This is an optimization exercise on Yosys and OpenROAD, whose aim is small area, not a production implementation.
In this exercise RTL edits were held to simulation tests only and were not proved equivalent to the original.
The flow treats the clock pin as an ideal source, which a real chip does not have.
Power figures rest on the tool's default switching activity, not on a simulated workload.

File: flow/run.sh
#!/bin/bash
# synth_recipe.tcl (not shown) runs the flow's synth.tcl, then flattens the netlist and writes it again
# the make line also repeats each setting of config.mk as NAME=value (left out here)
make -C /OpenROAD-flow-scripts/flow DESIGN_CONFIG=/design/flow/config.mk WORK_HOME=/design/flow/orfs CLKGATE_MAP_FILE= SYNTH_SCRIPT=/design/flow/synth_recipe.tcl finish
File: flow/config.mk
export PLATFORM = sky130hd
export DESIGN_NAME = bbtx_pt
export DESIGN_NICKNAME = bbtx_pt
export VERILOG_FILES = /design/flow/design.v
export SDC_FILE = /design/flow/constraint.sdc
export NUM_CORES = 4
export LEC_CHECK = 0
export CAP_MARGIN = 20
export CORE_MARGIN = 2
export CORE_UTILIZATION = 40
export SLEW_MARGIN = 20
File: flow/constraint.sdc
create_clock -name core_clock -period 8.0 [get_ports {clk}]
set_input_delay 1.6000 -clock core_clock [delete_from_list [all_inputs] [get_ports {clk}]]
set_output_delay 1.6000 -clock core_clock [all_outputs]
set_load 0.01 [all_outputs]
File: flow/design.v
module bbtx_pt (
    input  wire        clk,
    input  wire        rst,
    input  wire        cmd_valid,
    input  wire [15:0] cmd,
    input  wire        echo_pin,
    output wire        tx_out,
    output reg         trig_out,
    output wire        cmd_ready,
    output wire [15:0] STATUS,
    output wire [31:0] DUR
);
    localparam [8:0]  C_S0   = 9'd0;
    localparam [8:0]  C_TRIG = 9'd261;      
    localparam [8:0]  C_END  = 9'd143;      
    localparam [17:0] P_RISE = 18'd120001;  
    localparam [17:0] P_FALL = 18'd1;
    reg [10:0] sr;         
    reg [8:0]  c;          
    reg [17:0] p;          
    reg [1:0]  pst;        
    reg        fall;       
    reg        err;
    reg [1:0]  sync;
    wire is_nop  = (cmd == 16'h0000);
    wire is_txb  = (cmd[15:8] == 8'h10);
    wire is_trig = (cmd == 16'h2000);
    wire is_meas = (cmd == 16'h3000);
    wire is_ill  = !(is_nop || is_txb || is_trig || is_meas);
    wire echo_s  = sync[1];
    wire tx_act  = |sr[10:1];
    wire tx_stop = (sr[10:2] == 9'd0) && sr[1];
    wire c_end   = (c == C_END);
    wire pt_run  = (pst == 2'd1);
    wire busy    = tx_act || trig_out || pt_run;
    wire tx_last = tx_stop && c_end;
    wire txb_rdy = !busy || tx_last;
    wire ready = is_txb ? txb_rdy :
                 (is_trig || is_meas) ? !busy :
                 1'b1;
    assign cmd_ready = !rst && ready;
    wire   acc       = cmd_valid && cmd_ready;
    assign tx_out = sr[0];
    assign STATUS = {9'd0, txb_rdy, err, pst, trig_out, tx_act, busy};
    assign DUR    = {16'd0, p[17:2] & {16{pst == 2'd2}}};
    wire p_end = p[17] & p[14] & p[13] & p[12] & p[8];    
    wire cont  = fall ? echo_s : !echo_s;                 
    always @(posedge clk) begin
        if (acc && is_trig)               c <= C_TRIG;
        else if ((acc && is_txb) || c_end) c <= C_S0;
        else                              c <= {c[7:0], ~(c[8] ^ c[4])};
        if (acc && is_meas)               p <= P_RISE;
        else if (pt_run && !cont && !fall) p <= P_FALL;
        else                              p <= p + (pt_run && cont);
        if (acc && is_meas) fall <= 1'b0;
        else if (pt_run && !cont) fall <= 1'b1;
        if (rst) begin
            sr       <= 11'd1;
            trig_out <= 1'b0;
            pst      <= 2'd0;
            err      <= 1'b0;
            sync[0]  <= 1'b0;
        end else begin
            if (acc && is_txb)        sr <= {2'b11, cmd[7:0], 1'b0};
            else if (tx_act && c_end) sr <= {1'b0, sr[10:1]};
            if (acc && is_trig)  trig_out <= 1'b1;
            else if (c_end)      trig_out <= 1'b0;
            if (acc && is_meas) pst <= 2'd1;
            else if (pt_run) begin
                if (cont && p_end)     pst <= 2'd3;
                else if (!cont && fall) pst <= 2'd2;
            end
            if (acc && is_ill) err <= 1'b1;
            sync[0] <= echo_pin;
        end
        sync[1] <= sync[0];
    end
endmodule
==> results of run 1 <==
cells by family (layout without fill, tap and decap cells):
group / count (synthesis) / after routing / synth area share
xor+xnor: 17 / 17 / 0.0649
buf+inv: 38 / 57 / 0.112
other cells: 1 / 25 / 0.00163
compound gates: 31 / 31 / 0.0949
mux: 9 / 9 / 0.0393
simple gates: 110 / 110 / 0.278
flops: 45 / 45 / 0.393
fa+ha+maj: 3 / 3 / 0.0164
area by class of cell:
cell class	instances	area (µm²)	area share
multi-input cells	195	1230	0.436
flip-flops and latches	45	901	0.321
repair buffers	47	465	0.166
well taps	72	90.1	0.0321
clock buffers	6	82.6	0.0294
clock inverters	2	37.5	0.0134
inverters	2	7.51	0.00267
power by group:
part	internal (µW)	switching, µW	leakage [µW]
Sequential	247	11.8	0.000368
Combinational	26.7	24.3	0.000690
Clock	102	79.1	0.0000574
routing by layer:
layer  share of wire  wire, µm  GRT usage  vias to the layer above
met2            0.49      2200      0.261                       53
met5               0         0          0                        -
li1                -         -          -                      922
met1            0.45      2030      0.188                      814
met4          0.0084        38     0.0542                        0
met3           0.053       239     0.0385                        4
critical path, stage by stage:
cell and delay, ns:
clkdlybuf4s50_1 0.39, or4_1 0.55, nor4_1 0.49, nand4_2 0.23, a31oi_1 0.21, clkdlybuf4s50_1 0.57
sequential cells by signal, indices dropped and copies added, names as in the netlist:
register,flops
pst,2
p,18
err,1
trig_out,1
sync,2
sr,11
fall,1
c,9
through the flow:
step	util	hold slack, ns	instances	setup WS [ns]	power (µW)
after detailed placement	0.486	0.319	361	2.37	315
after global routing	0.507	0.352	369	2.16	516
after floorplan	-	0.310	278	3.35	306
after CTS	0.507	0.339	369	2.35	496
final	0.507	0.334	369	2.36	490
after global placement	0.486	0.315	361	2.37	314
placed cells by master (no fill, tap or decap), types with 2 or more instances in the layout:
master,instances
dfxtp_1,45
clkdlybuf4s50_1,45
conb_1,25
and2_1,18
nor3_1,17
nand2_1,17
and3_1,13
xnor2_1,11
nor2_1,10
mux2i_1,9
o2bb2ai_1,8
o21ai_1,8
nor2b_1,6
xor2_1,6
clkbuf_8,6
nand2b_1,5
nand3_1,5
a21oi_1,5
nand4_1,5
or4_1,3
ha_1,3
nor4_1,2
inv_1,2
or3_1,2
a211o_1,2
and4_1,2
buf_4,2
worst paths after layout:
kind | startpoint | endpoint
setup / recovery | cmd[15] | cmd_ready
setup reg to reg | c[4] | p[13]
hold / removal | sync[0] | sync[1]
hold reg to reg | sync[0] | sync[1]
==> flow_metrics.tcl, run 1 <==
set metrics [dict create \
    status "complete, no violations" \
    yosys-top-cells-area "dfxtp_1 39%, buf_4 9.8%, and2_1 4.9%" \
    layout-drive-gt1-share 0.0471 \
    worstMarginPinSlew_ns 0.931 \
    synth_cell_types 40 \
    rsz0062_at_grt "no" \
    die_w_um 79.7 \
    drt_iter0_markers 115 \
    holdBufCountCts 0 \
    yosysTopAreaCellShare 0.393 \
    setup_viol 0 \
    post-dp-hpwl_mm 3.25 \
    root_buffer "clkbuf_8" \
    fillCellCount 544 \
    min_period_over_period 0.705 \
    max-slew-margin-rel 0.378 \
    placed_area_mm2 0.00269 \
    cts_setup_buffers 0 \
    synthesis.instances 254 \
    cp-end-kind "primary output" \
    antenna_found_initial 0 \
    pwr_density_cell_mw_per_mm2 174 \
    grt_pass1_vias 1639 \
    num_rows 27 \
    reg2reg_slack_ns 5.21 \
    clk_pin_slew_worst_paths_ns 0.08 \
    fin_nets 319 \
    drv_cap 0 \
    ant_nets 0 \
    fin_skew_ns 0.00419 \
    yosysMostFrequentCell "dfxtp_1" \
    wire_per_inst_um 12.2 \
    grt_max_degree 19 \
    wl_mm 4.51 \
    cp_max_fo 4 \
    first_pass_iters 4 \
    area_growth_pct 22.5 \
    yosys-top-cells-count "45 x dfxtp_1, 30 x buf_4, 18 x and2_1" \
    finalInstanceArea_mm2 0.00281 \
    dr_total_vias 1793 \
    ir_worst_vdd_mv 0.0966 \
    route.detailed.drc 0 \
    dieArea_mm2 0.00636 \
    slew_viol_final 0 \
    via_per_inst 4.86 \
    ctsResizeCount 0 \
    ys.flop_type "dfxtp_1" \
    synthesis.area_mm2 0.00229 \
    tritoncts "yes" \
    crit_arrival_ns 4.04 \
    cts_buffer_depth 2 \
    clkLatencyLatePin_ns 0.30 \
    pin_count 71 \
    async_flop_share 0 \
    grt_pass1_wl_mm 7.57 \
    antenna_cells 0 \
    worst-r2r-cell-count 6 \
    hold_path.class "reg2reg" \
    setup_tns_ns 0 \
    grt_use_total 0.154 \
    worst-setup-path-type "in2out" \
    die_y_um 79.7 \
    fmax_ghz 0.177 \
    hold_viol 0 \
    ys_ff_latch 45 \
    cp.required_ns 6.40 \
    yosysSeqAreaShare 0.393 \
    place_congestion 0.793 \
    floorplan.initialDensity 0.414 \
    htreeDepth 2 \
    period_minus_slack_ns 5.64 \
    cts_num_sinks 45 \
    leakagePower_uw 0.00112 \
    postSynthAreaPerCell_um2 9.03 \
    synth_edf_count 0 \
    min_path_cells 0 \
    ys_warn_count 1 \
    synth_area_leader_cell "dfxtp_1" \
    coreArea_mm2 0.00554 \
    cts_buffers 5 \
    gr-total-overflow 0 \
    port_buffers 45 \
    critPathLaunchType "input pin" \
]
==> run 2: changes to the inputs <==
==> flow/flow/run.sh (new file) <==
#!/bin/bash
set -euo pipefail
export BUFFER_PORTS_ARGS="-buffer_cell sky130_fd_sc_hd__buf_1"
export CTS_ARGS="-sink_clustering_enable -repair_clock_nets -dont_use_dummy_load"
bash standard.sh > standard_flow.log 2>&1
==> flow/standard.sh (new file) <==
#!/bin/bash
# synth_recipe.tcl (not shown) runs the flow's synth.tcl, then flattens the netlist and writes it again
# the make line also repeats each setting of config.mk as NAME=value (left out here)
make -C /OpenROAD-flow-scripts/flow DESIGN_CONFIG=/design/flow/config.mk WORK_HOME=/design/flow/orfs CLKGATE_MAP_FILE= SYNTH_SCRIPT=/design/flow/synth_recipe.tcl "${@:-finish}"
removed: flow/run.sh
==> run 2 against run 1 <==
Still clean. Routed wire length down 6.4%. Clock power down about 30%. Cell area down 12%. Sequential share of layout area up 4.2 points. Hold slack worse by 0.0048 ns. Sequential power about the same. Non-clock buffer count up 1. Setup slack better by 0.69 ns. Via count down 1.7%. Clock skew up 0.012 ns. Utilization down 5.9 points. Critical path type unchanged. Critical endpoint unchanged. Highest routed layer unchanged.
==> flow_metrics.tcl, run 2 <==
set metrics [dict create \
    clkLatencyLatePin_ns 0.30 \
    die_w_um 79.7 \
    fin_nets 320 \
    via_per_inst 4.80 \
    setup_tns_ns 0 \
    area_growth_pct 8.29 \
    wl_met1_mm 2.07 \
    clk_pin_slew_worst_paths_ns 0.07 \
    ys_ff_latch 45 \
    grt_use_total 0.145 \
    yosys-top-cells-count "45 x dfxtp_1, 30 x buf_4, 18 x and2_1" \
    worstMarginPinSlew_ns 0.915 \
    pwr_density_cell_mw_per_mm2 172 \
    regMostFlops "p" \
    worst-setup-path-type "in2out" \
    r2r-start "c[4]" \
    rsz0062_at_grt "no" \
    postSynthAreaPerCell_um2 9.03 \
    status "complete, no violations" \
    reg_top3 "p (18), sr (11), c (9)" \
    antenna_cells 0 \
    synthesis.instances 254 \
    cp.required_ns 6.40 \
    floorplan.initialDensity 0.414 \
    place_congestion 0.741 \
    largest_register_ffs 18 \
    holdPathEnd "sync[1]" \
    route.detailed.drc 0 \
    grt_pass1_wl_mm 7.29 \
    drv_cap 0 \
    setup_viol 0 \
    hold_viol 0 \
    async_flop_share 0 \
    yosys-top-cells-area "dfxtp_1 39%, buf_4 9.8%, and2_1 4.9%" \
    yosysMostFrequentCell "dfxtp_1" \
    grt_max_degree 19 \
    wl_mm 4.23 \
    synth_area_leader_cell "dfxtp_1" \
    yosysSeqAreaShare 0.393 \
    grt_pass1_vias 1637 \
    fin_skew_ns 0.0164 \
    leakagePower_uw 0.000986 \
    final_cell_mix "45 x dfxtp_1, 45 x buf_1, 25 x conb_1, 18 x and2_1" \
    cts_setup_buffers 0 \
    yosysTopAreaCellShare 0.393 \
    period_minus_slack_ns 4.95 \
    worstHoldStart "sync[0]" \
    cts_num_sinks 45 \
    cts_buffer_depth 2 \
    pin_count 71 \
    holdBufCountCts 0 \
    root_buffer "clkbuf_8" \
    r2r-end "p[4]" \
    ys.flop_type "dfxtp_1" \
    ctsResizeCount 0 \
    htreeDepth 2 \
    wl_met2_mm 1.89 \
    critPathLaunchType "input pin" \
    synth_edf_count 0 \
    highest_layer "met4" \
    synth_cell_types 40 \
    die_y_um 79.7 \
    dr_total_vias 1762 \
    fmax_ghz 0.202 \
    dieArea_mm2 0.00636 \
    min_path_cells 0 \
    synthesis.area_mm2 0.00229 \
    slew_viol_final 0 \
    drt_iter0_markers 54 \
    cp_max_fo 4 \
    cts_buffers 5 \
    worst-r2r-cell-count 6 \
    wl_met3_um 208 \
    coreArea_mm2 0.00554 \
    min_period_over_period 0.619 \
    gr-total-overflow 0 \
    whs_ns 0.329 \
    port_buffers 45 \
    wire_per_inst_um 11.5 \
    reg2reg_slack_ns 5.25 \
    post-dp-hpwl_mm 3.11 \
    ir_worst_vdd_mv 0.0700 \
    ant_nets 0 \
    num_rows 27 \
    layout-drive-gt1-share 0.0407 \
    first_pass_iters 4 \
    ys_warn_count 1 \
    hold_path.class "reg2reg" \
    crit_arrival_ns 3.35 \
    antenna_found_initial 0 \
    max-slew-margin-rel 0.389 \
    tritoncts "yes" \
    cp-end-kind "primary output" \
]
-- run 2: final cells by class --
| class | count | area, µm² |
|---|---|---|
| multi-input cells | 195 | 1230 |
| clock buffers | 5 | 68.8 |
| repair buffers | 48 | 191 |
| well taps | 72 | 90.1 |
| flip-flops and latches | 45 | 901 |
| fillers | 571 | 3060 |
| inverters | 2 | 7.51 |
-- run 2: stage by stage --
| step | std cells | util | area, µm² | setup WS (ns) | total power [µW] |
|---|---|---|---|---|---|
| 2_1_floorplan | 278 | - | 2380 | 3.35 | 306 |
| 3_3_place_gp | 362 | 0.436 | 2420 | 3.11 | 307 |
| 3_5_place_dp | 362 | 0.436 | 2420 | 3.06 | 308 |
| 4_1_cts | 367 | 0.449 | 2480 | 3.05 | 435 |
| 5_1_grt | 367 | 0.449 | 2480 | 2.86 | 453 |
| 6_report | 367 | 0.449 | 2480 | 3.05 | 429 |
-- run 2: how the worst max path moves through the flow --
stage	start	endpoint	slack (ns)	cells past startpoint
after CTS	cmd[15]	cmd_ready	3.05	6
after global placement	cmd[15]	cmd_ready	3.11	6
after floorplan	cmd[15]	cmd_ready	3.35	4
final	cmd[15]	cmd_ready	3.05	6
after detailed placement	cmd[15]	cmd_ready	3.06	6
after global routing	cmd[15]	cmd_ready	2.86	6
-- run 2: per-layer routing --
metal | vias to the layer above | GRT usage
li1 | 921 | -
met2 | 47 | 0.241
met1 | 787 | 0.183
met4 | 0 | 0.0458
met3 | 7 | 0.0373
met5 | - | 0
-- run 2: cells by family after synthesis --
group,after synthesis,synth area share
buf+inv,38,0.112
xor+xnor,17,0.0649
other cells,1,0.00163
fa+ha+maj,3,0.0164
mux,9,0.0393
compound gates,31,0.0949
flops,45,0.393
simple gates,110,0.278
-- run 2: critical path: stages --
cell	delay (ns)
buf_1	0.06
or4_1	0.53
nor4_1	0.50
nand4_2	0.23
a31oi_1	0.24
buf_1	0.18
-- run 2: where the power goes --
part / switching (µW) / internal [µW] / leakage (µW)
clock network: 69.5 / 56.4 / 0.0000359
logic: 23.9 / 20.0 / 0.000583
registers: 12.1 / 247 / 0.000368
==> run 3: changes to the inputs <==
==> flow/flow/run.sh (replaced) <==
#!/bin/bash
# The standard layout, with three changes:
#  1. the combinational logic of the standard synthesis is re-mapped by ABC for
#     area (flip-flops untouched), see remap.tcl;
#  2. port buffers use the smallest buffer, sky130_fd_sc_hd__buf_1;
#  3. the clock tree is built without dummy loads.
# Each tool's output goes to its own log file in this folder.
set -euo pipefail
export BUFFER_PORTS_ARGS="-buffer_cell sky130_fd_sc_hd__buf_1"
export CTS_ARGS="-sink_clustering_enable -repair_clock_nets -dont_use_dummy_load"
R=orfs/results/${FLOW_PLATFORM}/bbtx_pt/base
YOSYS=${YOSYS_EXE:-$FLOW_HOME/../tools/install/yosys/bin/yosys}
[[ -x $YOSYS ]] || YOSYS=yosys

bash standard.sh synth > log_1_synth.log 2>&1
cp $R/1_2_yosys.v $R/1_2_yosys_standard.v
REMAP_LIB=$FLOW_HOME/platforms/sky130hd/lib/sky130_fd_sc_hd__tt_025C_1v80.lib \
REMAP_IN=$R/1_2_yosys_standard.v REMAP_OUT=$R/1_2_yosys.v \
REMAP_SCRIPT=flow/abc_area.script REMAP_DU="$(cat flow/dontuse.txt)" \
  $YOSYS -c flow/remap.tcl > log_2_remap.log 2>&1
rm -f $R/1_synth.odb $R/1_synth.sdc
bash standard.sh > log_3_layout.log 2>&1
==> flow/flow/abc_area.script (new file) <==
strash
dc2
&get -n
&deepsyn -T 60
&put
dch -f
amap
topo
==> flow/flow/dontuse.txt (new file) <==
-dont_use sky130_fd_sc_hd__lpflow_bleeder_1 -dont_use sky130_fd_sc_hd__lpflow_clkbufkapwr_1 -dont_use sky130_fd_sc_hd__lpflow_clkbufkapwr_16 -dont_use sky130_fd_sc_hd__lpflow_clkbufkapwr_2 -dont_use sky130_fd_sc_hd__lpflow_clkbufkapwr_4 -dont_use sky130_fd_sc_hd__lpflow_clkbufkapwr_8 -dont_use sky130_fd_sc_hd__lpflow_clkinvkapwr_1 -dont_use sky130_fd_sc_hd__lpflow_clkinvkapwr_16 -dont_use sky130_fd_sc_hd__lpflow_clkinvkapwr_2 -dont_use sky130_fd_sc_hd__lpflow_clkinvkapwr_4 -dont_use sky130_fd_sc_hd__lpflow_clkinvkapwr_8 -dont_use sky130_fd_sc_hd__lpflow_decapkapwr_12 -dont_use sky130_fd_sc_hd__lpflow_decapkapwr_3 -dont_use sky130_fd_sc_hd__lpflow_decapkapwr_4 -dont_use sky130_fd_sc_hd__lpflow_decapkapwr_6 -dont_use sky130_fd_sc_hd__lpflow_decapkapwr_8 -dont_use sky130_fd_sc_hd__lpflow_inputiso0n_1 -dont_use sky130_fd_sc_hd__lpflow_inputiso0p_1 -dont_use sky130_fd_sc_hd__lpflow_inputiso1n_1 -dont_use sky130_fd_sc_hd__lpflow_inputiso1p_1 -dont_use sky130_fd_sc_hd__lpflow_inputisolatch_1 -dont_use sky130_fd_sc_hd__lpflow_isobufsrc_1 -dont_use sky130_fd_sc_hd__lpflow_isobufsrc_16 -dont_use sky130_fd_sc_hd__lpflow_isobufsrc_2 -dont_use sky130_fd_sc_hd__lpflow_isobufsrc_4 -dont_use sky130_fd_sc_hd__lpflow_isobufsrc_8 -dont_use sky130_fd_sc_hd__lpflow_isobufsrckapwr_16 -dont_use sky130_fd_sc_hd__lpflow_lsbuf_lh_hl_isowell_tap_1 -dont_use sky130_fd_sc_hd__lpflow_lsbuf_lh_hl_isowell_tap_2 -dont_use sky130_fd_sc_hd__lpflow_lsbuf_lh_hl_isowell_tap_4 -dont_use sky130_fd_sc_hd__lpflow_lsbuf_lh_isowell_4 -dont_use sky130_fd_sc_hd__lpflow_lsbuf_lh_isowell_tap_1 -dont_use sky130_fd_sc_hd__lpflow_lsbuf_lh_isowell_tap_2 -dont_use sky130_fd_sc_hd__lpflow_lsbuf_lh_isowell_tap_4 -dont_use sky130_fd_sc_hd__probe_p_8 -dont_use sky130_fd_sc_hd__probec_p_8 
==> flow/flow/remap.tcl (new file) <==
# Re-map the combinational logic of the standard synthesis netlist for area.
# The flip-flops are kept as they are (same cells, same instance names).
yosys -import
set lib $::env(REMAP_LIB)
read_liberty -overwrite -setattr liberty_cell -ignore_miss_func $lib
read_verilog $::env(REMAP_IN)
hierarchy -top $::env(FLOW_TOP)
foreach m [list sky130_fd_sc_hd__dfxtp_1] { setattr -mod -set keep_hierarchy 1 $m }
flatten
opt_clean -purge
abc -script $::env(REMAP_SCRIPT) -liberty $lib {*}$::env(REMAP_DU)
opt_clean -purge
splitnets
opt_clean -purge
hilomap -singleton -hicell sky130_fd_sc_hd__conb_1 HI -locell sky130_fd_sc_hd__conb_1 LO
insbuf -buf sky130_fd_sc_hd__buf_4 A X
tee -o $::env(REMAP_OUT).stat stat -liberty $lib
select $::env(FLOW_TOP)
write_verilog -noattr -nohex -nodec -selected $::env(REMAP_OUT)
==> run 3 against run 2 <==
Largest power group unchanged. Highest routed layer unchanged. Critical endpoint unchanged. Routed wire length fell by 4.8%. Clock skew shrank 0.0050 ns. Synthesized cell count down 1.6%. Sequential power is essentially flat. Cell area shrank 11%. Still clean. Final cell count decreased by 0.82%. Register-to-register slack worse by 0.90 ns. Setup slack improved by 0.60 ns. Count of clock-buffer cells in the layout is the same. Die area decreased by 12%. Synthesized area is 12% lower.
==> flow_metrics.tcl, run 3 <==
set metrics [dict create \
    grt_pass1_wl_mm 6.56 \
    root_buffer "clkbuf_8" \
    regMostFlops "p" \
    pwr_density_cell_mw_per_mm2 190 \
    fin_nets 319 \
    final_cell_mix "45 x dfxtp_1, 45 x buf_1, 40 x nor2_1, 35 x clkinv_1, 25 x conb_1" \
    place_congestion 0.775 \
    die_y_um 74.9 \
    hold_path.class "reg2reg" \
    via_per_inst 4.72 \
    clkLatencyLatePin_ns 0.29 \
    clk_pin_slew_worst_paths_ns 0.07 \
    fin_util 0.464 \
    wl_mm 4.02 \
    grt_max_degree 17 \
    synthesis.area_mm2 0.00201 \
    antenna_cells 0 \
    hold_viol 0 \
    gr-total-overflow 0 \
    grt_pass1_vias 1472 \
    floorplan.initialDensity 0.420 \
    holdBufCountCts 0 \
    port_buffers 45 \
    grt_use_total 0.152 \
    post-dp-hpwl_mm 3.06 \
    layout-drive-gt1-share 0.0236 \
    cp.required_ns 6.40 \
    setup_viol 0 \
    reg_top3 "p (18), sr (11), c (9)" \
    ir_worst_vdd_mv 0.120 \
    setup_tns_ns 0 \
    pin_count 71 \
    ctsResizeCount 0 \
    tritoncts "yes" \
    slowest_stage "nor4_1" \
    ys_warn_count 1 \
    worstMarginPinSlew_ns 0.884 \
    crit_buf_inv 2 \
    critPathTopFamily "simple AND/OR/NAND/NOR gates" \
    die_w_um 74.9 \
    dr_total_vias 1718 \
    status "complete, no violations" \
    synthesis.instances 250 \
    layoutNonFillerInstCount 364 \
    postSynthAreaPerCell_um2 8.05 \
    htreeDepth 2 \
    largest_register_ffs 18 \
    fmax_ghz 0.230 \
    fin_skew_ns 0.0114 \
    route.detailed.drc 0 \
    crit_arrival_ns 2.76 \
    rsz0062_at_grt "no" \
    fin_ws_ns 3.64 \
    place_ws_ns 3.64 \
    cp-end-kind "primary output" \
    first_pass_iters 5 \
    cts_buffer_depth 2 \
    ant_nets 0 \
    cts_num_sinks 45 \
    period_minus_slack_ns 4.36 \
    wire_per_inst_um 11.1 \
    cts_setup_buffers 0 \
    min_period_over_period 0.545 \
    finalPower_uw 423 \
    path_cells "buf_1, nor4_1, nand2_1, nor3_1, nand2_1, o21ai_0, a31oi_1, buf_1" \
    dieArea_mm2 0.00561 \
    max_stage_delay_ns 0.29 \
    slew_viol_final 0 \
    coreArea_mm2 0.00479 \
    dpl.cell_count 359 \
    max-slew-margin-rel 0.411 \
    leakagePower_uw 0.000838 \
    worst-setup-path-type "in2out" \
    area_growth_pct 10.4 \
    cp_max_fo 2 \
    drt_iter0_markers 76 \
    drv_cap 0 \
    cts_buffers 5 \
    num_rows 25 \
    critPathLaunchType "input pin" \
    antenna_found_initial 0 \
]
==> run 3: layer usage <==
metal	GRT usage	vias up	share of wire
li1	-	890	-
met1	0.196	760	0.48
met2	0.242	61	0.43
met3	0.0455	7	0.078
met4	0.0536	0	0.015
met5	0	-	0
==> run 3: final timing paths <==
check / start / end / slack [ns] / cells after the start
worst max-delay path: cmd[5] / cmd_ready / 3.64 / 8
worst min-delay path: sync[0] / sync[1] / 0.33 / 0
worst max register to register: fall / p[17] / 4.35 / 21
worst min register to register: sync[0] / sync[1] / 0.33 / 0
==> run 3: final cells by class <==
class                      count  area, µm²
fill                         545       2560
timing repair buffer          47        184
clock buffer                   5       68.8
sequential                    45        901
multi-input combinational    165        852
tap                           67       83.8
inverter                      35        131
==> run 3: power by group <==
group	switching [µW]	leakage, µW	internal (µW)	total, µW
Combinational	23.2	0.000435	15.6	38.8
Clock	66.4	0.0000359	56.3	123
Sequential	12.2	0.000367	249	261
Total	102	0.000838	321	423
==> run 3: per-stage QoR <==
stage,hold slack [ns],instance area [µm²]
after floorplan,0.310,2100
after global placement,0.312,2140
after detailed placement,0.314,2150
after CTS,0.333,2220
after global routing,0.344,2220
final,0.329,2220
==> run 4: changes to the inputs <==
--- a/flow/design.v
+++ b/flow/design.v
@@ -14,6 +14,4 @@
     localparam [8:0]  C_TRIG = 9'd261;      
     localparam [8:0]  C_END  = 9'd143;      
-    localparam [17:0] P_RISE = 18'd120001;  
-    localparam [17:0] P_FALL = 18'd1;
     reg [10:0] sr;         
     reg [8:0]  c;          
@@ -40,19 +38,21 @@
                  1'b1;
     assign cmd_ready = !rst && ready;
-    wire   acc       = cmd_valid && cmd_ready;
+    wire go_txb  = cmd_valid && is_txb && txb_rdy;
+    wire go_trig = cmd_valid && is_trig && !busy;
+    wire go_meas = cmd_valid && is_meas && !busy;
+    wire go_ill  = cmd_valid && is_ill;
     assign tx_out = sr[0];
     assign STATUS = {9'd0, txb_rdy, err, pst, trig_out, tx_act, busy};
-    assign DUR    = {16'd0, p[17:2] & {16{pst == 2'd2}}};
-    wire p_end = p[17] & p[14] & p[13] & p[12] & p[8];    
+    assign DUR    = {16'd0, ~p[17:2] & {16{pst == 2'd2}}};
+    wire p_end = fall ? !(p[17] | p[14] | p[13] | p[12] | p[8])   
+                      : !(p[15] | p[12] | p[11] | p[10] | p[6]);  
     wire cont  = fall ? echo_s : !echo_s;                 
     always @(posedge clk) begin
-        if (acc && is_trig)               c <= C_TRIG;
-        else if ((acc && is_txb) || c_end) c <= C_S0;
-        else                              c <= {c[7:0], ~(c[8] ^ c[4])};
-        if (acc && is_meas)               p <= P_RISE;
-        else if (pt_run && !cont && !fall) p <= P_FALL;
-        else                              p <= p + (pt_run && cont);
-        if (acc && is_meas) fall <= 1'b0;
-        else if (pt_run && !cont) fall <= 1'b1;
+        if (!busy)      c <= cmd[12] ? C_S0 : C_TRIG;
+        else if (c_end) c <= C_S0;
+        else            c <= {c[7:0], ~(c[8] ^ c[4])};
+        if (go_meas || (pt_run && !cont && !fall)) p <= ~18'd1;
+        else                                      p <= p - (pt_run && cont);
+        fall <= pt_run && (fall || !cont);
         if (rst) begin
             sr       <= 11'd1;
@@ -62,14 +62,14 @@
             sync[0]  <= 1'b0;
         end else begin
-            if (acc && is_txb)        sr <= {2'b11, cmd[7:0], 1'b0};
+            if (go_txb)               sr <= {2'b11, cmd[7:0], 1'b0};
             else if (tx_act && c_end) sr <= {1'b0, sr[10:1]};
-            if (acc && is_trig)  trig_out <= 1'b1;
-            else if (c_end)      trig_out <= 1'b0;
-            if (acc && is_meas) pst <= 2'd1;
+            if (go_trig)    trig_out <= 1'b1;
+            else if (c_end) trig_out <= 1'b0;
+            if (go_meas) pst <= 2'd1;
             else if (pt_run) begin
-                if (cont && p_end)     pst <= 2'd3;
+                if (cont && p_end)      pst <= 2'd3;
                 else if (!cont && fall) pst <= 2'd2;
             end
-            if (acc && is_ill) err <= 1'b1;
+            if (go_ill) err <= 1'b1;
             sync[0] <= echo_pin;
         end
==> flow/flow/run.sh (replaced) <==
#!/bin/bash
# The standard layout, with these changes:
#  1. the combinational logic of the standard synthesis is re-mapped by ABC
#     for area (flip-flops untouched, same cells and names), see remap.tcl.
#     Several ABC scripts are tried and the smallest netlist is kept.
#  2. port buffers use the smallest buffer, sky130_fd_sc_hd__buf_1;
#  3. the clock tree is built without dummy loads;
#  4. one tie cell drives all constant outputs (no tie fanout repair).
# Each tool's output goes to its own log file in this folder.
set -euo pipefail
export BUFFER_PORTS_ARGS="-buffer_cell sky130_fd_sc_hd__buf_1"
export CTS_ARGS="-sink_clustering_enable -repair_clock_nets -dont_use_dummy_load"
export SKIP_REPAIR_TIE_FANOUT=1
R=orfs/results/${FLOW_PLATFORM}/bbtx_pt/base
YOSYS=${YOSYS_EXE:-$FLOW_HOME/../tools/install/yosys/bin/yosys}
[[ -x $YOSYS ]] || YOSYS=yosys
LIB=$FLOW_HOME/platforms/sky130hd/lib/sky130_fd_sc_hd__tt_025C_1v80.lib

bash standard.sh synth > log_1_synth.log 2>&1
cp $R/1_2_yosys.v $R/1_2_yosys_standard.v

mkdir -p remap
run_remap() {
  REMAP_LIB=$LIB REMAP_IN=$R/1_2_yosys_standard.v REMAP_OUT=remap/$1.v \
  REMAP_SCRIPT=flow/abc_$1.script REMAP_DU="$(cat flow/dontuse.txt)" \
    timeout 600 $YOSYS -c flow/remap.tcl > log_2_remap_$1.log 2>&1 || true
}
for s in a a1 a2; do run_remap $s & done; wait
for s in a3 a5 c; do run_remap $s & done; wait

best=""; best_area=""
for s in a a1 a2 a3 a5 c; do
  [[ -s remap/$s.v && -s remap/$s.v.stat ]] || continue
  area=$(grep -m1 "Chip area" remap/$s.v.stat | awk '{print $NF}')
  echo "remap $s: $area" >> log_2_remap_choice.log
  if [[ -z $best ]] || awk -v a=$area -v b=$best_area 'BEGIN{exit !(a<b)}'; then best=$s; best_area=$area; fi
done
echo "chosen: $best ($best_area)" >> log_2_remap_choice.log
if [[ -n $best ]]; then
  cp remap/$best.v $R/1_2_yosys.v
  rm -f $R/1_synth.odb $R/1_synth.sdc
fi
bash standard.sh > log_3_layout.log 2>&1
==> flow/flow/abc_a.script (new file) <==
strash
dc2
&get -n
&deepsyn -T 20
&put
dch -f
amap
topo
==> flow/flow/abc_a1.script (new file) <==
strash
dc2
&get -n
&deepsyn -T 20 -S 1
&put
dch -f
amap
topo
==> flow/flow/abc_a2.script (new file) <==
strash
dc2
&get -n
&deepsyn -T 20 -S 2
&put
dch -f
amap
topo
==> flow/flow/abc_a3.script (new file) <==
strash
dc2
&get -n
&deepsyn -T 20 -S 3
&put
dch -f
amap
topo
==> flow/flow/abc_a5.script (new file) <==
strash
dc2
&get -n
&deepsyn -T 20
&put
strash
dch -f
amap
&get -n
&deepsyn -T 10
&put
dch -f
amap
topo
==> flow/flow/abc_c.script (new file) <==
strash
dc2
&get -n
&deepsyn -T 20
&dch -f
&nf -R 1000
&put
removed: flow/flow/abc_area.script
==> run 4 against run 3 <==
Critical endpoint unchanged. Clock power about the same. Largest cell class unchanged. Die area down 2.9%. Hold slack gained 0.00099 ns. Cell area is 7.3% lower.
==> flow_metrics.tcl, run 4 <==
set metrics [dict create \
    setup_tns_ns 0 \
    slew_viol_final 0 \
    area_growth_pct 5.58 \
    port_buffers 45 \
    cp.required_ns 6.40 \
    grt_pass1_wl_mm 6.13 \
    rsz0062_at_grt "no" \
    postSynthAreaPerCell_um2 8.23 \
    place_congestion 0.826 \
    cp-end-kind "primary output" \
    synthesis.area_mm2 0.00195 \
    route.detailed.drc 0 \
    leakagePower_uw 0.000754 \
    cts_setup_buffers 0 \
    path_cells "buf_1, or4_1, nor3_1, nand2_1, o21ai_0, a21oi_1, buf_1" \
    grt_max_degree 26 \
    hold_path.class "reg2reg" \
    critPathTopFamily "simple AND/OR/NAND/NOR gates" \
    grt_use_total 0.144 \
    drv_cap 0 \
    wire_per_inst_um 11.1 \
    pin_count 71 \
    final_cell_mix "45 x dfxtp_1, 45 x buf_1, 40 x nor2_1, 30 x clkinv_1, 18 x nand2_1" \
    fin_ws_ns 3.41 \
    critPathLaunchType "input pin" \
    cts_num_sinks 45 \
    crit_buf_inv 2 \
    drt_iter0_markers 90 \
    startpoint "cmd[4]" \
    holdBufCountCts 0 \
    tritoncts "yes" \
    root_buffer "clkbuf_8" \
    antenna_found_initial 0 \
    whs_ns 0.330 \
    min_period_over_period 0.573 \
    crit_arrival_ns 2.99 \
    holdPathEnd "sync[1]" \
    r2r-end "p[17]" \
    pwr_density_cell_mw_per_mm2 177 \
    wl_mm 3.62 \
    largest_register_ffs 18 \
    via_per_inst 4.83 \
    synthesis.instances 237 \
    fmax_ghz 0.218 \
    status "complete, no violations" \
    cts_buffer_depth 2 \
    fin_nets 280 \
    dr_total_vias 1569 \
    r2r-start "pst[0]" \
    period_minus_slack_ns 4.59 \
    setup_viol 0 \
    layout-drive-gt1-share 0.0233 \
    finalPower_uw 365 \
    fin_util 0.436 \
    ctsResizeCount 0 \
    die_y_um 73.8 \
    clk_pin_slew_worst_paths_ns 0.08 \
    worst-r2r-cell-count 20 \
    min_path_cells 0 \
    crit_cells 7 \
    reg2reg_slack_ns 3.83 \
    worstMarginPinSlew_ns 1.02 \
    slowest_stage "or4_1" \
    coreArea_mm2 0.00472 \
    cp_max_fo 3 \
    antenna_cells 0 \
    dieArea_mm2 0.00545 \
    fin_skew_ns 0.00881 \
    path_common_cell "buf_1" \
    grt_pass1_vias 1405 \
    hold_viol 0 \
    gr-total-overflow 0 \
    die_w_um 73.8 \
    ys_warn_count 1 \
    place_ws_ns 3.43 \
    max-slew-margin-rel 0.322 \
    max_stage_delay_ns 0.54 \
    htreeDepth 2 \
    worstHoldStart "sync[0]" \
    worst-setup-path-type "in2out" \
    clkLatencyLatePin_ns 0.29 \
    first_pass_iters 4 \
    ir_worst_vdd_mv 0.0991 \
    floorplan.initialDensity 0.413 \
    cts_buffers 5 \
    num_rows 25 \
    ant_nets 0 \
    regMostFlops "p" \
    reg_top3 "p (18), sr (11), c (9)" \
    post-dp-hpwl_mm 2.72 \
]
[run 4: cell count changes in the layout (fill, tap and decap cells not counted), moves of 4 or more]
cell / previous run / this run
conb_1: 25 / 1
a21oi_1: 2 / 11
a211oi_1: 7 / 0
a31o_1: 7 / 0
o211ai_1: 0 / 7
o21ai_0: 13 / 6
clkinv_1: 35 / 30
a211o_1: 0 / 4
[run 4: power by group]
part,switching [µW],total [µW],internal [µW]
Clock,65.2,122,56.3
Sequential,1.17,227,226
Combinational,11.9,16.2,4.32
[run 4: cell type report]
| type | count | area (µm²) |
|---|---|---|
| Fill cell | 500 | 2660 |
| Clock buffer | 5 | 68.8 |
| Multi-Input combinational cell | 133 | 724 |
| Tap cell | 67 | 83.8 |
| Timing Repair Buffer | 45 | 169 |
| Sequential cell | 45 | 901 |
| Inverter | 30 | 113 |
[run 4: per-layer routing]
layer / global-route usage / up-vias / share of wire
li1: - / 820 / -
met1: 0.193 / 684 / 0.48
met2: 0.219 / 63 / 0.43
met3: 0.0480 / 2 / 0.078
met4: 0.0424 / 0 / 0.0033
met5: 0 / - / 0
[run 4: how the worst max path moves through the flow]
stage | to | slack, ns
floorplan | cmd_ready | 3.73
global placement | cmd_ready | 3.45
detailed placement | cmd_ready | 3.43
CTS | cmd_ready | 3.42
global route | p[17] | 3.28
finish | cmd_ready | 3.41
[run 4: metrics by stage]
stage | instances | cell area (µm²)
2_1_floorplan | 237 | 1950
5_1_grt | 325 | 2060
3_5_place_dp | 320 | 1990
3_3_place_gp | 320 | 1990
4_1_cts | 325 | 2060
6_report | 325 | 2060
[run 4: worst register-to-register path: stages, from the launching register on]
cell	delay (ns)
dfxtp_1	0.35
clkinv_1	0.09
nor2_1	0.24
o21ai_0	0.17
or2_0	0.27
nor2_1	0.17
nand2_1	0.11
nor2_1	0.18
nand2_1	0.11
nor2_1	0.18
nand2_1	0.12
nor2_1	0.16
nand2_1	0.11
or2_0	0.27
or3_1	0.36
or2_0	0.27
or3_1	0.37
nor2_1	0.17
nand2_1	0.11
a21oi_1	0.14
o21ai_0	0.09
==> run 5: changes to the inputs <==
--- a/flow/design.v
+++ b/flow/design.v
@@ -16,5 +16,5 @@
     reg [10:0] sr;         
     reg [8:0]  c;          
-    reg [17:0] p;          
+    reg [15:0] p;          
     reg [1:0]  pst;        
     reg        fall;       
@@ -44,15 +44,17 @@
     assign tx_out = sr[0];
     assign STATUS = {9'd0, txb_rdy, err, pst, trig_out, tx_act, busy};
-    assign DUR    = {16'd0, ~p[17:2] & {16{pst == 2'd2}}};
-    wire p_end = fall ? !(p[17] | p[14] | p[13] | p[12] | p[8])   
-                      : !(p[15] | p[12] | p[11] | p[10] | p[6]);  
-    wire cont  = fall ? echo_s : !echo_s;                 
+    assign DUR    = {16'd0, ~p & {16{pst == 2'd2}}};
+    wire p_end = !(p[15] | p[12] | p[11] | p[10] | p[6]);      
+    wire cont  = fall ? echo_s : !echo_s;                        
+    wire rise_to_fall = pt_run && !fall && echo_s;
+    wire tick  = fall ? (c[1] & c[0]) : 1'b1;
     always @(posedge clk) begin
-        if (!busy)      c <= cmd[12] ? C_S0 : C_TRIG;
-        else if (c_end) c <= C_S0;
-        else            c <= {c[7:0], ~(c[8] ^ c[4])};
-        if (go_meas || (pt_run && !cont && !fall)) p <= ~18'd1;
-        else                                      p <= p - (pt_run && cont);
-        fall <= pt_run && (fall || !cont);
+        if (!busy)                      c <= cmd[12] ? C_S0 : C_TRIG;
+        else if (c_end || rise_to_fall) c <= C_S0;
+        else                            c <= {c[7:0], fall ? ~c[1] : ~(c[8] ^ c[4])};
+        if (go_meas)           p <= ~16'd1;
+        else if (rise_to_fall) p <= ~16'd0;
+        else                   p <= p - (pt_run && cont && tick);
+        fall <= pt_run && (fall || echo_s);
         if (rst) begin
             sr       <= 11'd1;
--- a/flow/flow/run.sh
+++ b/flow/flow/run.sh
@@ -5,5 +5,6 @@
 #     Several ABC scripts are tried and the smallest netlist is kept.
 #  2. port buffers use the smallest buffer, sky130_fd_sc_hd__buf_1;
-#  3. the clock tree is built without dummy loads;
+#  3. the clock tree is built by hand (pre_cts.tcl): the flip-flops are split
+#     into 3 groups by position, each driven by one clock buffer;
 #  4. one tie cell drives all constant outputs (no tie fanout repair).
 # Each tool's output goes to its own log file in this folder.
@@ -12,4 +13,8 @@
 export CTS_ARGS="-sink_clustering_enable -repair_clock_nets -dont_use_dummy_load"
 export SKIP_REPAIR_TIE_FANOUT=1
+export PRE_CTS_TCL=$PWD/flow/pre_cts.tcl
+export MY_CLK_GROUPS=3
+export MY_CLK_BUFS="sky130_fd_sc_hd__clkbuf_4 sky130_fd_sc_hd__clkbuf_8 sky130_fd_sc_hd__clkbuf_16"
+export MY_CLK_SLEW=0.115
 R=orfs/results/${FLOW_PLATFORM}/bbtx_pt/base
 YOSYS=${YOSYS_EXE:-$FLOW_HOME/../tools/install/yosys/bin/yosys}
==> flow/flow/pre_cts.tcl (new file) <==
# Clock tree by hand, sourced before CTS (which then finds the clock already
# buffered and leaves it).  The flip-flops are split into MY_CLK_GROUPS groups
# by recursive bisection of their positions; each group gets one clock buffer
# at its centre, driven straight from the clock port.  Each buffer is the
# smallest of MY_CLK_BUFS whose flip-flop clock-pin slew (placement parasitics)
# stays under MY_CLK_SLEW ns.
set ng $::env(MY_CLK_GROUPS)
set bufs $::env(MY_CLK_BUFS)
set target $::env(MY_CLK_SLEW)
set_propagated_clock [all_clocks]
set clk_net [[[ord::get_db_block] findBTerm clk] getNet]
set clk_net [$clk_net getName]
set sinks {}
foreach p [get_pins -of_objects [get_nets $clk_net]] {
  if {[get_property $p direction] ne "input"} { continue }
  set inst [[sta::sta_to_db_pin $p] getInst]
  set loc [$inst getLocation]
  lappend sinks [list [lindex $loc 0] [lindex $loc 1] $p]
}
proc bisect {pts n} {
  if {$n <= 1 || [llength $pts] < 2} { return [list $pts] }
  set xs [lmap q $pts {lindex $q 0}]; set ys [lmap q $pts {lindex $q 1}]
  set dx [expr {[tcl::mathfunc::max {*}$xs] - [tcl::mathfunc::min {*}$xs]}]
  set dy [expr {[tcl::mathfunc::max {*}$ys] - [tcl::mathfunc::min {*}$ys]}]
  set k [expr {$dx >= $dy ? 0 : 1}]
  set s [lsort -integer -index $k $pts]
  set n1 [expr {$n / 2}]
  set cut [expr {[llength $s] * $n1 / $n}]
  return [concat [bisect [lrange $s 0 [expr {$cut-1}]] $n1] [bisect [lrange $s $cut end] [expr {$n - $n1}]]]
}
set groups {}
set gi 0
foreach g [bisect $sinks $ng] {
  set sx 0; set sy 0; set pins {}
  foreach q $g { set sx [expr {$sx + [lindex $q 0]}]; set sy [expr {$sy + [lindex $q 1]}]; lappend pins [lindex $q 2] }
  set cx [expr {$sx / [llength $g] / 1000.0}]; set cy [expr {$sy / [llength $g] / 1000.0}]
  set before [lmap i [[ord::get_db_block] getInsts] {$i getName}]
  insert_buffer -buffer_cell [lindex $bufs 0] -net $clk_net -load_pins $pins -location [list $cx $cy] \
    -buffer_name clkbuf_g$gi -net_name clk_g$gi
  set name ""
  foreach i [[ord::get_db_block] getInsts] {
    if {[string match clkbuf_g$gi* [$i getName]] && [lsearch -exact $before [$i getName]] < 0} { set name [$i getName] }
  }
  lappend groups [list $name $pins]
  incr gi
}
proc group_slew {pins} {
  set mx 0
  foreach p $pins { set s [get_property $p slew_max]; if {$s > $mx} { set mx $s } }
  return $mx
}
foreach g $groups {
  lassign $g name pins
  foreach b $bufs {
    replace_cell [get_cells $name] [get_lib_cells */$b]
    estimate_parasitics -placement
    set s [group_slew $pins]
    if {$s < $target} { break }
  }
  puts "clock group $name: [llength $pins] sinks, $b, slew [format %.1f [expr {$s * 1000}]] ps"
}
==> run 5 against run 4 <==
Still clean on timing, DRC and antenna. Synthesized area down 2.8%. Utilization down 1.6 points. Critical path depth unchanged. Critical path type unchanged. Critical endpoint unchanged. Largest power group unchanged.
==> flow_metrics.tcl, run 5 <==
set metrics [dict create \
    max-slew-margin-rel 0.462 \
    wire_per_inst_um 12.1 \
    grt_use_total 0.135 \
    antenna_found_initial 0 \
    gr-total-overflow 0 \
    synthesis.instances 226 \
    setup_viol 0 \
    area_growth_pct 3.37 \
    dr_total_vias 1541 \
    die_y_um 72.8 \
    drt_iter0_markers 56 \
    rsz0062_at_grt "no" \
    pwr_density_cell_mw_per_mm2 165 \
    final_cell_mix "45 x buf_1, 43 x dfxtp_1, 30 x nand2_1, 24 x nor2_1, 16 x nand3_1" \
    port_buffers 45 \
    synthesis.area_mm2 0.00190 \
    worstHoldStart "sync[0]" \
    cp_max_fo 3 \
    reg2reg_slack_ns 4.19 \
    grt_pass1_wl_mm 6.01 \
    clk_pin_slew_worst_paths_ns 0.09 \
    coreArea_mm2 0.00466 \
    leakagePower_uw 0.000734 \
    regMostFlops "p" \
    holdBufCountCts 0 \
    path_cells "buf_1, or4_1, nor3_1, nand3_1, nor2_1, a221oi_1, buf_1" \
    setup_tns_ns 0 \
    first_pass_iters 4 \
    slowest_stage "or4_1" \
    antenna_cells 0 \
    grt_max_degree 26 \
    worst-setup-path-type "in2out" \
    grt_pass1_vias 1309 \
    worst-r2r-cell-count 11 \
    r2r-end "p[15]" \
    max_stage_delay_ns 0.51 \
    hold_path.class "reg2reg" \
    worstMarginPinSlew_ns 0.797 \
    clkLatencyLatePin_ns 0.15 \
    fin_nets 267 \
    largest_register_ffs 16 \
    crit_arrival_ns 2.93 \
    place_congestion 0.707 \
    route.detailed.drc 0 \
    whs_ns 0.333 \
    ir_worst_vdd_mv 0.0940 \
    min_period_over_period 0.567 \
    path_common_cell "buf_1" \
    cp.required_ns 6.40 \
    reg_top3 "p (16), sr (11), c (9)" \
    crit_buf_inv 2 \
    ctsResizeCount 0 \
    ys_warn_count 1 \
    post-dp-hpwl_mm 2.66 \
    slew_viol_final 0 \
    pin_count 71 \
    dieArea_mm2 0.00531 \
    wl_mm 3.62 \
    period_minus_slack_ns 4.53 \
    ant_nets 0 \
    fmax_ghz 0.221 \
    cp-end-kind "primary output" \
    floorplan.initialDensity 0.407 \
    layout-drive-gt1-share 0.0163 \
    status "complete, no violations" \
    via_per_inst 5.15 \
    final_common_cell "buf_1" \
    r2r-start "pst[0]" \
    num_rows 25 \
    min_path_cells 0 \
    critPathLaunchType "input pin" \
    fin_skew_ns 0.00798 \
    holdPathEnd "sync[1]" \
    postSynthAreaPerCell_um2 8.39 \
    critPathTopFamily "simple AND/OR/NAND/NOR gates" \
    hold_viol 0 \
    cts_setup_buffers 0 \
    die_w_um 72.8 \
    drv_cap 0 \
]
run 5: cell count changes in the layout (fill, tap and decap cells not counted), sizes merged, moves of 7 or more:
cell,previous run,this run
a222oi,8,0
a22oi,0,8
clkinv,30,4
nand2,18,30
nand3,2,16
nor2,40,24
o211ai,7,0
run 5: how the worst max path moves through the flow:
stage / from / end / slack [ns] / depth (start not counted)
2_1_floorplan: cmd[14] / cmd_ready / 3.72 / 5
6_report: cmd[14] / cmd_ready / 3.47 / 7
3_3_place_gp: cmd[14] / cmd_ready / 3.49 / 7
4_1_cts: cmd[14] / cmd_ready / 3.46 / 7
3_5_place_dp: cmd[14] / cmd_ready / 3.46 / 7
5_1_grt: cmd[14] / cmd_ready / 3.28 / 7
run 5: power by group:
part | switching (µW) | leakage [µW] | internal (µW)
Clock | 54.3 | 0.0000216 | 34.6
Combinational | 12.0 | 0.000363 | 4.93
Sequential | 1.76 | 0.000349 | 217
run 5: per-layer routing:
layer	GRT usage	vias up	routed length, µm	part of all wire
li1	-	795	-	-
met1	0.203	693	1840	0.51
met2	0.212	49	1520	0.42
met3	0.0180	4	220	0.061
met4	0.0144	0	42	0.012
met5	0	-	0	0
run 5: worst register-to-register path: cells and delay by family (launching register included):
| family | cells | cell delay [ns] |
|---|---|---|
| flip-flops | 1 | 0.40 |
| AND/OR/NAND/NOR | 11 | 3.36 |
run 5: metrics by stage:
step           area [µm²]  total power [µW]  worst slack [ns]  cells  utilization
2_1_floorplan        1900               243              3.72    226            -
3_3_place_gp         1910               240              3.49    296        0.411
3_5_place_dp         1910               240              3.46    296        0.411
4_1_cts              1960               327              3.46    299        0.420
5_1_grt              1960               339              3.28    299        0.420
6_report             1960               324              3.47    299        0.420
run 5: cell type report, clock buffers not listed:
| type | count | area (µm²) |
|---|---|---|
| inverter | 4 | 15.0 |
| fill | 480 | 2700 |
| sequential | 43 | 861 |
| timing repair buffer | 45 | 169 |
| multi-input combinational | 150 | 806 |
| tap | 54 | 67.6 |
==> run 6: changes to the inputs <==
--- a/flow/design.v
+++ b/flow/design.v
@@ -14,9 +14,9 @@
     localparam [8:0]  C_TRIG = 9'd261;      
     localparam [8:0]  C_END  = 9'd143;      
-    reg [10:0] sr;         
+    localparam [8:0]  C_RISE = 9'h1ff;      
+    reg [9:0]  sr;         
     reg [8:0]  c;          
     reg [15:0] p;          
     reg [1:0]  pst;        
-    reg        fall;       
     reg        err;
     reg [1:0]  sync;
@@ -27,8 +27,9 @@
     wire is_ill  = !(is_nop || is_txb || is_trig || is_meas);
     wire echo_s  = sync[1];
-    wire tx_act  = |sr[10:1];
-    wire tx_stop = (sr[10:2] == 9'd0) && sr[1];
+    wire tx_act  = !(sr[9] && sr[0]);
+    wire tx_stop = (sr[9:1] == 9'd0) && sr[0];
     wire c_end   = (c == C_END);
     wire pt_run  = (pst == 2'd1);
+    wire fall    = !(c[3] && c[2] && c[1]);      
     wire busy    = tx_act || trig_out || pt_run;
     wire tx_last = tx_stop && c_end;
@@ -49,14 +50,14 @@
     wire rise_to_fall = pt_run && !fall && echo_s;
     wire tick  = fall ? (c[1] & c[0]) : 1'b1;
+    wire jmode = pt_run && fall;                                 
     always @(posedge clk) begin
-        if (!busy)                      c <= cmd[12] ? C_S0 : C_TRIG;
+        if (!busy)                      c <= cmd[12] ? (cmd[13] ? C_RISE : C_S0) : C_TRIG;
         else if (c_end || rise_to_fall) c <= C_S0;
-        else                            c <= {c[7:0], fall ? ~c[1] : ~(c[8] ^ c[4])};
+        else                            c <= {c[7:0], jmode ? ~c[1] : ~(c[8] ^ c[4])};
         if (go_meas)           p <= ~16'd1;
         else if (rise_to_fall) p <= ~16'd0;
         else                   p <= p - (pt_run && cont && tick);
-        fall <= pt_run && (fall || echo_s);
         if (rst) begin
-            sr       <= 11'd1;
+            sr       <= 10'h3ff;
             trig_out <= 1'b0;
             pst      <= 2'd0;
@@ -64,6 +65,7 @@
             sync[0]  <= 1'b0;
         end else begin
-            if (go_txb)               sr <= {2'b11, cmd[7:0], 1'b0};
-            else if (tx_act && c_end) sr <= {1'b0, sr[10:1]};
+            if (go_txb)                sr <= {1'b1, cmd[7:0], 1'b0};
+            else if (c_end && tx_stop) sr[9] <= 1'b1;
+            else if (c_end && tx_act)  sr <= {1'b0, sr[9:1]};
             if (go_trig)    trig_out <= 1'b1;
             else if (c_end) trig_out <= 1'b0;
--- a/flow/flow/run.sh
+++ b/flow/flow/run.sh
@@ -2,6 +2,7 @@
 # The standard layout, with these changes:
 #  1. the combinational logic of the standard synthesis is re-mapped by ABC
-#     for area (flip-flops untouched, same cells and names), see remap.tcl.
-#     Several ABC scripts are tried and the smallest netlist is kept.
+#     for area (sequential cells untouched, same cells and names), see
+#     remap.tcl.  Several ABC scripts are tried (deepsyn with a range of
+#     seeds, then amap or &nf) and the smallest netlist is kept;
 #  2. port buffers use the smallest buffer, sky130_fd_sc_hd__buf_1;
 #  3. the clock tree is built by hand (pre_cts.tcl): the flip-flops are split
@@ -21,25 +22,39 @@
 [[ -x $YOSYS ]] || YOSYS=yosys
 LIB=$FLOW_HOME/platforms/sky130hd/lib/sky130_fd_sc_hd__tt_025C_1v80.lib
+NJ=${NUM_CORES:-4}
 
 bash standard.sh synth > log_1_synth.log 2>&1
 cp $R/1_2_yosys.v $R/1_2_yosys_standard.v
+nseq_std=$(grep -cE "sky130_fd_sc_hd__[a-z]*(df|dl)[a-z0-9_]* " $R/1_2_yosys_standard.v || true)
 
 mkdir -p remap
+names=()
+for S in 0 1 2 3 5 7 9 11 13 17 21; do
+  printf 'strash\ndc2\n&get -n\n&deepsyn -T 20 -S %s\n&put\ndch -f\namap\ntopo\n' $S > remap/am$S.script
+  printf 'strash\ndc2\n&get -n\n&deepsyn -T 20 -S %s\n&dch -f\n&nf -R 1000\n&put\n' $S > remap/nf$S.script
+  names+=(am$S nf$S)
+done
 run_remap() {
   REMAP_LIB=$LIB REMAP_IN=$R/1_2_yosys_standard.v REMAP_OUT=remap/$1.v \
-  REMAP_SCRIPT=flow/abc_$1.script REMAP_DU="$(cat flow/dontuse.txt)" \
+  REMAP_SCRIPT=remap/$1.script REMAP_DU="$(cat flow/dontuse.txt)" \
     timeout 600 $YOSYS -c flow/remap.tcl > log_2_remap_$1.log 2>&1 || true
 }
-for s in a a1 a2; do run_remap $s & done; wait
-for s in a3 a5 c; do run_remap $s & done; wait
+i=0
+for s in "${names[@]}"; do
+  run_remap $s &
+  i=$((i+1)); if (( i % NJ == 0 )); then wait; fi
+done
+wait
 
 best=""; best_area=""
-for s in a a1 a2 a3 a5 c; do
+for s in "${names[@]}"; do
   [[ -s remap/$s.v && -s remap/$s.v.stat ]] || continue
-  area=$(grep -m1 "Chip area" remap/$s.v.stat | awk '{print $NF}')
-  echo "remap $s: $area" >> log_2_remap_choice.log
+  nseq=$(grep -cE "sky130_fd_sc_hd__[a-z]*(df|dl)[a-z0-9_]* " remap/$s.v || true)
+  area=$(grep -m1 "Chip area for top module" remap/$s.v.stat | awk '{print $NF}')
+  echo "remap $s: $area ($nseq sequential cells, standard $nseq_std)" >> log_2_remap_choice.log
+  [[ $nseq == $nseq_std && -n $area ]] || continue
   if [[ -z $best ]] || awk -v a=$area -v b=$best_area 'BEGIN{exit !(a<b)}'; then best=$s; best_area=$area; fi
 done
-echo "chosen: $best ($best_area)" >> log_2_remap_choice.log
+echo "chosen: ${best:-standard} ($best_area)" >> log_2_remap_choice.log
 if [[ -n $best ]]; then
   cp remap/$best.v $R/1_2_yosys.v
--- a/flow/flow/remap.tcl
+++ b/flow/flow/remap.tcl
@@ -6,5 +6,8 @@
 read_verilog $::env(REMAP_IN)
 hierarchy -top $::env(FLOW_TOP)
-foreach m [list sky130_fd_sc_hd__dfxtp_1] { setattr -mod -set keep_hierarchy 1 $m }
+# keep every sequential cell (flip-flops, latches) as it is
+foreach m {sky130_fd_sc_hd__*df* sky130_fd_sc_hd__*dl* sky130_fd_sc_hd__*sdf*} {
+  setattr -mod -set keep_hierarchy 1 $m
+}
 flatten
 opt_clean -purge
removed: flow/flow/abc_a.script
removed: flow/flow/abc_a1.script
removed: flow/flow/abc_a2.script
removed: flow/flow/abc_a3.script
removed: flow/flow/abc_a5.script
removed: flow/flow/abc_c.script
==> run 6 against run 5 <==
Maximum frequency decreased by 1.1%. Global-route usage increased by 0.38 points. Routed wire length increased by 2.5%. Power decreased by 2.4%. Synthesized area decreased by 0.40%. Critical endpoint unchanged. Largest power group unchanged.
==> flow_metrics.tcl, run 6 <==
set metrics [dict create \
    status "complete, no violations" \
    crit_buf_inv 2 \
    wl_mm 3.71 \
    synthesis.instances 237 \
    period_minus_slack_ns 4.58 \
    cts_setup_buffers 0 \
    leakagePower_uw 0.000763 \
    ir_worst_vdd_mv 0.115 \
    die_y_um 72.7 \
    dieArea_mm2 0.00529 \
    num_rows 24 \
    hold_path.class "reg2reg" \
    layout-drive-gt1-share 0.0117 \
    holdBufCountCts 0 \
    p_int_uw 248 \
    min_period_over_period 0.573 \
    drt_iter0_markers 53 \
    gr-total-overflow 0 \
    pin_count 71 \
    fin_nets 278 \
    worst-setup-path-type "in2out" \
    crit_arrival_ns 2.98 \
    antenna_found_initial 0 \
    grt_use_total 0.139 \
    ctsResizeCount 0 \
    fin_util 0.438 \
    antenna_cells 0 \
    dr_total_vias 1557 \
    hold_viol 0 \
    post-dp-hpwl_mm 2.83 \
    layoutNonFillerInstCount 308 \
    place_congestion 0.783 \
    cp_max_fo 2 \
    port_buffers 45 \
    largest_register_ffs 16 \
    pwr-share-seq 0.664 \
    fin_skew_ns 0.0152 \
    final_cell_mix "48 x nor2_1, 45 x buf_1, 41 x dfxtp_1, 24 x nand2_1, 16 x nand3_1" \
    grt_max_degree 26 \
    setup_tns_ns 0 \
    combPwrFrac 0.060 \
    max-slew-margin-rel 0.389 \
    max_stage_delay_ns 0.50 \
    slew_viol_final 0 \
    area_growth_pct 3.05 \
    clk_pin_slew_worst_paths_ns 0.08 \
    first_pass_iters 4 \
    finalPower_uw 316 \
    grt_pass1_wl_mm 6.15 \
    dpl.cell_count 305 \
    cp.required_ns 6.40 \
    die_w_um 72.7 \
    synthesis.area_mm2 0.00189 \
    rsz0062_at_grt "no" \
    route.detailed.drc 0 \
    pwr_density_cell_mw_per_mm2 163 \
    drv_cap 0 \
    grt_pass1_vias 1428 \
    clkLatencyLatePin_ns 0.15 \
    regMostFlops "p" \
    coreArea_mm2 0.00444 \
    cp-end-kind "primary output" \
    floorplan.initialDensity 0.425 \
    final_common_cell "nor2_1" \
    postSynthAreaPerCell_um2 7.97 \
    slowest_stage "or4_1" \
    wire_per_inst_um 12.1 \
    fmax_ghz 0.218 \
    reg_top3 "p (16), sr (10), c (9)" \
    ant_nets 0 \
    switching_share 0.215 \
    clockPowerShare 0.276 \
    worstMarginPinSlew_ns 0.913 \
    critPathTopFamily "simple AND/OR/NAND/NOR gates" \
    path_common_cell "buf_1" \
    setup_viol 0 \
    path_cells "buf_1, or4_1, nor3_1, nand3_1, nor2_1, a211oi_1, buf_1" \
    critPathLaunchType "input pin" \
    via_per_inst 5.06 \
    ys_warn_count 1 \
    fillCellCount 482 \
    p_sw_uw 68.2 \
]
[run 6: changes by cell type in the layout (fill, tap and decap cells not counted), moves of 3 or more]
cell / delta
a21o_1: +3
a21oi_1: +3
a22oi_1: -8
and2_0: -4
nand2_1: -6
nor2_1: +24
nor2b_1: -3
o21ai_0: -5
o22ai_1: +7
[run 6: path summary, 6_finish.rpt]
| kind | startpoint | endpoint | slack, ns | depth (start not counted) |
|---|---|---|---|---|
| max | cmd[8] | cmd_ready | 3.42 | 7 |
| min | sync[0] | sync[1] | 0.33 | 0 |
| max reg2reg | c[1] | p[15] | 3.80 | 15 |
| min reg2reg | sync[0] | sync[1] | 0.33 | 0 |
[run 6: final cells by class, clock buffers not listed]
| cell class | count | area (µm²) | share of cell area |
|---|---|---|---|
| Timing Repair Buffer | 45 | 169 | 0.0868 |
| Multi-Input combinational cell | 162 | 831 | 0.427 |
| Tap cell | 52 | 65.1 | 0.0334 |
| Sequential cell | 41 | 821 | 0.422 |
| Inverter | 5 | 18.8 | 0.00965 |
[run 6: per-layer routing]
| layer | track usage | vias up | wire length, µm |
|---|---|---|---|
| li1 | - | 820 | - |
| met1 | 0.186 | 692 | 1820 |
| met2 | 0.246 | 39 | 1670 |
| met3 | 0.00967 | 6 | 162 |
| met4 | 0.0247 | 0 | 61 |
| met5 | 0 | - | 0 |
[run 6: power by group through the flow]
stage          clock [µW]  sequential [µW]  combinational (µW)
2_1_floorplan           0              214                21.9
3_3_place_gp            0              215                18.9
3_5_place_dp            0              215                19.0
4_1_cts              89.4              210                19.1
5_1_grt              96.2              210                21.4
6_report             87.4              210                19.0
[run 6: metrics by stage]
stage / hold WS [ns] / setup slack (ns) / instance area [µm²]
4_1_cts: 0.335 / 3.42 / 1950
3_5_place_dp: 0.315 / 3.42 / 1900
2_1_floorplan: 0.310 / 3.77 / 1890
6_report: 0.331 / 3.42 / 1950
3_3_place_gp: 0.312 / 3.53 / 1900
5_1_grt: 0.336 / 3.29 / 1950

static timing again, ports no longer ideal:
No port has a modelled driver above. Below, the same layouts with a new extraction and two added sets of constraints.
Step 1 sets driving cells, clkbuf_16 on the clock port and buf_2 on the other inputs (assumed; they add their load-dependent delay and slew).
Step 2 moves the port delays by t, midway between the first and last clock arrival at a register: inputs arrive t later, outputs are due t later. That takes back most of the time a late clock gives input paths.
Slacks: ideal / step 1 / step 2; pairs: ideal / step 1.
run	t (ns)	slack for setup (ns)	worst hold slack (ns)	worst register clock-pin slew, ns
run 1	0.322	2.357 / 2.337 / 2.337	0.334 / 0.334 / 0.334	0.09 / 0.09
run 2	0.316	3.047 / 3.028 / 3.028	0.329 / 0.329 / 0.329	0.09 / 0.09
run 3	0.316	3.643 / 3.623 / 3.623	0.329 / 0.329 / 0.329	0.08 / 0.08
run 4	0.307	3.415 / 3.392 / 3.392	0.330 / 0.330 / 0.330	0.08 / 0.08
run 5	0.195	3.466 / 3.446 / 3.446	0.333 / 0.333 / 0.333	0.09 / 0.09
run 6	0.191	3.418 / 3.398 / 3.398	0.331 / 0.332 / 0.332	0.09 / 0.09
After both steps every run listed still meets setup and hold. For run 4, which loses most, drivers alone change the setup slack by -0.023 ns; drivers and shift together by -0.023 ns.
